Background: an optimization exercise with open tools, aiming at small area, a short achievable clock period and few clock cycles per item. Do not read the settings as production practice.
In this exercise RTL edits were held to simulation tests only and were not proved equivalent to the original.
Power figures rest on the tool's default switching activity, not on a simulated workload.

## rev 12
==> flow/design.v <==
module l3cc_pll (
    input  wire        clk,
    input  wire        rst,         
    input  wire        start,       
    input  wire [31:0] target,
    input  wire [31:0] source,
    output wire        ready,
    output wire        done,        
    output wire        err,
    output wire        prescale,
    output wire        nwarn,
    output wire        ksat,
    output wire [3:0]  n,
    output wire [23:0] k,
    output wire [31:0] ndiv
);
    function [40:0] bk_carry(input [39:0] a, input [39:0] b, input cin);
        reg [39:0] g, p;
        integer i, l;
        begin
            g = a & b;
            p = a ^ b;
            for (l = 1; l < 40; l = l * 2)
                for (i = 2 * l - 1; i < 40; i = i + 2 * l) begin
                    g[i] = g[i] | (p[i] & g[i - l]);
                    p[i] = p[i] & p[i - l];
                end
            for (l = 32; l >= 1; l = l / 2)
                for (i = 3 * l - 1; i < 40; i = i + 2 * l) begin
                    g[i] = g[i] | (p[i] & g[i - l]);
                    p[i] = p[i] & p[i - l];
                end
            bk_carry = {g | (p & {40{cin}}), cin};
        end
    endfunction
    function [4:0] msb32(input [31:0] x);
        integer i, j, l;
        reg [31:0] orh;      
        reg [31:0] lead;     
        begin
            orh = x;
            for (l = 1; l < 32; l = l * 2)         
                for (i = 0; i < 32; i = i + 1)
                    if ((i / l) % 2 == 0 && (i / l + 1) * l < 32)
                        orh[i] = orh[i] | orh[(i / l + 1) * l];
            lead = x & ~{1'b0, orh[31:1]};
            for (j = 0; j < 5; j = j + 1) begin
                msb32[j] = 1'b0;
                for (i = 0; i < 32; i = i + 1)
                    if ((i >> j) & 1) msb32[j] = msb32[j] | lead[i];
            end
        end
    endfunction
    reg        busy;        
    reg        al;          
    reg        fin;         
    reg [36:0] rem;         
    reg [34:0] dn;          
    reg [58:0] q;
    reg        pre_r;
    reg        err_r;
    reg [6:0]  e1_r;        
    reg [4:0]  run;         
    wire       div = busy & ~al;
    wire       last = div & q[56];
    assign ready = ~busy | last;
    wire       acc  = start & ready;
    assign done  = fin;
    wire [6:0]  e1_a  = {2'b00, msb32(target)} - {2'b00, msb32(source)} + 7'd1;
    wire        pre_l = ~ge3;
    wire [31:0] t_r   = rem[32:1];
    wire [31:0] s_r   = ~dn[33:2];
    wire        err_l = (t_r == 32'd0) || (s_r[31:1] == 31'd0 &&
                        (s_r[0] == 1'b0 || t_r[31:3] == 29'd0 && t_r[2:0] < 3'd6));
    wire [4:0]  h_np  = e1_r[6] ? 5'd0 : e1_r[5:1];       
    wire        right = ~e1_r[0] | e1_r[6];              
    wire [32:0] d_np  = {1'b0, s_r} << {h_np, 1'b0};
    wire [32:0] d_clr = d_np & ~(33'd1 << {h_np, 1'b0});
    wire [32:0] d_pre = right ? {1'b0, d_clr[32:1]} : {d_clr[31:0], 1'b0};
    wire [32:0] s_al  = pre_l ? d_pre : d_np;
    wire [32:0] mk_np = 33'h100000000 >> {h_np, 1'b0};
    wire [32:0] mk_al = (pre_l & ~right) ? {2'b00, mk_np[32:2]} : mk_np;
    wire [39:0] r_x   = {3'd0, rem};
    wire [39:0] n1_x  = {5'h1F, dn};             
    wire [39:0] n2_x  = {4'hF, dn, 1'b1};        
    wire [40:0] c1    = bk_carry(r_x, n1_x, 1'b1);
    wire [40:0] c2    = bk_carry(r_x, n2_x, 1'b1);
    wire [39:0] cs3_s = r_x ^ n1_x ^ n2_x;
    wire [39:0] cs3_k = (r_x & n1_x) | (r_x & n2_x) | (n1_x & n2_x);
    wire [39:0] cs3_b = {cs3_k[38:0], 1'b1};    
    wire [40:0] c3    = bk_carry(cs3_s, cs3_b, 1'b1);
    wire        ge1   = c1[40];
    wire        ge2   = c2[40];
    wire        ge3   = ~(cs3_s[39] ^ cs3_b[39] ^ c3[39]);   
    wire [34:0] dif1  = rem[34:0] ^ n1_x[34:0] ^ c1[34:0];
    wire [34:0] dif2  = rem[34:0] ^ n2_x[34:0] ^ c2[34:0];
    wire [34:0] dif3  = cs3_s[34:0] ^ cs3_b[34:0] ^ c3[34:0];
    wire        sel3  = div & ge3;
    wire        sel2  = div & ge2;
    wire        sel1  = div & ge1;
    wire [1:0]  qd    = sel3 ? 2'd3 : sel2 ? 2'd2 : sel1 ? 2'd1 : 2'd0;
    wire [34:0] keep  = sel3 ? dif3 : sel2 ? dif2 : sel1 ? dif1 : rem[34:0];
    always @(posedge clk) begin
        if (rst) begin
            busy <= 1'b0;
            al   <= 1'b0;
            fin  <= 1'b0;
        end else begin
            fin <= last;
            al  <= acc;
            if (acc)
                busy <= 1'b1;
            else if (last)
                busy <= 1'b0;
        end
    end
    always @(posedge clk) begin
        rem <= acc ? {4'd0, target, 1'b0} : {keep, 2'b00};
        if (acc) begin
            dn    <= ~{1'b0, source, 2'b00};
            e1_r  <= e1_a;
        end else if (al) begin
            dn    <= ~{s_al, 2'b00};
            pre_r <= pre_l;
            err_r <= err_l;
        end
        q <= div ? {q[56:0], qd} : {26'd0, mk_al};
        run <= !div ? 5'd0 : (qd == 2'd3) ? ((run[4:1] == 4'hF) ? 5'd31 : run + 5'd2) :
               {4'd0, qd[0]};
    end
    reg  [24:0] ones;
    integer     oi;
    always @* begin
        for (oi = 0; oi < 25; oi = oi + 1) ones[oi] = (run > oi);
    end
    wire        sat   = ones[24];
    assign err      = err_r;
    assign prescale = pre_r;
    assign ndiv     = q[56:25];
    assign n        = q[28:25];
    assign nwarn    = (ndiv[31:4] != 28'd0) || (ndiv[3:0] < 4'd6) || (ndiv[3:0] > 4'd12);
    assign ksat     = sat;
    assign k        = (q[24:1] ^ ones[23:0]) | {24{sat}};
endmodule
export LEC_CHECK = 0
export CAP_MARGIN = 20
export CORE_MARGIN = 2
export CORE_UTILIZATION = 60
export CTS_BUF_LIST = sky130_fd_sc_hd__clkbuf_8
export SETUP_SLACK_MARGIN = 1
export SLEW_MARGIN = 20
create_clock -name core_clock -period 5.0 [get_ports {clk}]
standard.sh (not shown) runs the stock make flow with config.mk's settings and CLKGATE_MAP_FILE= SYNTH_SCRIPT=/design/flow/synth_recipe.tcl, a recipe that flattens the netlist after the stock synthesis.
==> flow/flow/run.sh <==
#!/bin/bash
# The standard layout, with the port buffers made from the platform's
# smallest buffer (buf_1) instead of the default choice; the resizer still
# sizes them up where timing or slew needs it.
set -euo pipefail
export BUFFER_PORTS_ARGS="-buffer_cell sky130_fd_sc_hd__buf_1"
bash standard.sh > standard.log 2>&1
Testbench counts of rev 12, summed over its fixed seeds: cycles 25,069, items 1,600.
> inputs changed (rev 12 -> rev 13)
diff --git a/flow/design.v b/flow/design.v
--- a/flow/design.v
+++ b/flow/design.v
@@ -55,7 +55,8 @@
     reg        al;          
     reg        fin;         
+    reg [4:0]  cnt;         
     reg [36:0] rem;         
     reg [34:0] dn;          
-    reg [58:0] q;
+    reg [56:0] q;           
     reg        pre_r;
     reg        err_r;
@@ -63,5 +64,5 @@
     reg [4:0]  run;         
     wire       div = busy & ~al;
-    wire       last = div & q[56];
+    wire       last = div & (cnt == 5'd0);
     assign ready = ~busy | last;
     wire       acc  = start & ready;
@@ -79,6 +80,7 @@
     wire [32:0] d_pre = right ? {1'b0, d_clr[32:1]} : {d_clr[31:0], 1'b0};
     wire [32:0] s_al  = pre_l ? d_pre : d_np;
-    wire [32:0] mk_np = 33'h100000000 >> {h_np, 1'b0};
-    wire [32:0] mk_al = (pre_l & ~right) ? {2'b00, mk_np[32:2]} : mk_np;
+    wire [4:0]  c_np  = h_np + 5'd12;                   
+    wire [4:0]  c_p   = h_np + {4'd0, ~right} + 5'd12;
+    wire [4:0]  c_al  = pre_l ? c_p : c_np;
     wire [39:0] r_x   = {3'd0, rem};
     wire [39:0] n1_x  = {5'h1F, dn};             
@@ -124,6 +126,9 @@
             pre_r <= pre_l;
             err_r <= err_l;
+            cnt   <= c_al;
+        end else if (div) begin
+            cnt   <= cnt - 5'd1;
         end
-        q <= div ? {q[56:0], qd} : {26'd0, mk_al};
+        q <= div ? {q[54:0], qd} : 57'd0;    
         run <= !div ? 5'd0 : (qd == 2'd3) ? ((run[4:1] == 4'hF) ? 5'd31 : run + 5'd2) :
                {4'd0, qd[0]};
Maximum fanout encountered on the critical timing path: rev 13 < rev 12
Compared to rev 12, rev 13 has cell count about 4.4% higher.
Of rev 12 and rev 13, rev 13 shows the lower setup slack, with rev 12 above it.
Compared with rev 12, in rev 13 number of synthesized flops with an enable pin climbed 12%; endpoint required time on the critical path climbed 0.02 ns; sequential share of layout area dropped 0.35 points; final instance area climbed about 6%.
Rev 12 → rev 13: global placer's final weighted congestion rose by 0.021; sequential power flat.
Testbench counts of rev 13, summed over its fixed seeds: cycles 25,069, items 1,600.

==> static timing again, ports no longer ideal <==
The results above use ideal ports. As a check the final layouts listed here were re-extracted and re-timed, cells and wires unchanged. Step 1, drivers: a clkbuf_16 drives clk and a buf_2 each remaining input, both assumed. Step 2, shift: input delay + t, output delay - t, t = (earliest + latest rising clock arrival at the registers) / 2. This alone moves slack from input paths to output paths. Slacks: no drivers / after step 1 / after step 2; pairs: no drivers / after step 1.
| run | shift t [ns] | slack for setup (ns) | hold WS [ns] |
|---|---|---|---|
| rev 12 | 0.510 | 1.094 / 1.094 / 0.632 | 0.456 / 0.456 / 0.456 |
| rev 13 | 0.523 | 0.990 / 0.990 / 0.737 | 0.485 / 0.485 / 0.485 |
After both steps every run listed still meets setup and hold. The setup slack of rev 12, which loses most, moves by 0.000 ns with the drivers and by -0.462 ns with both steps.
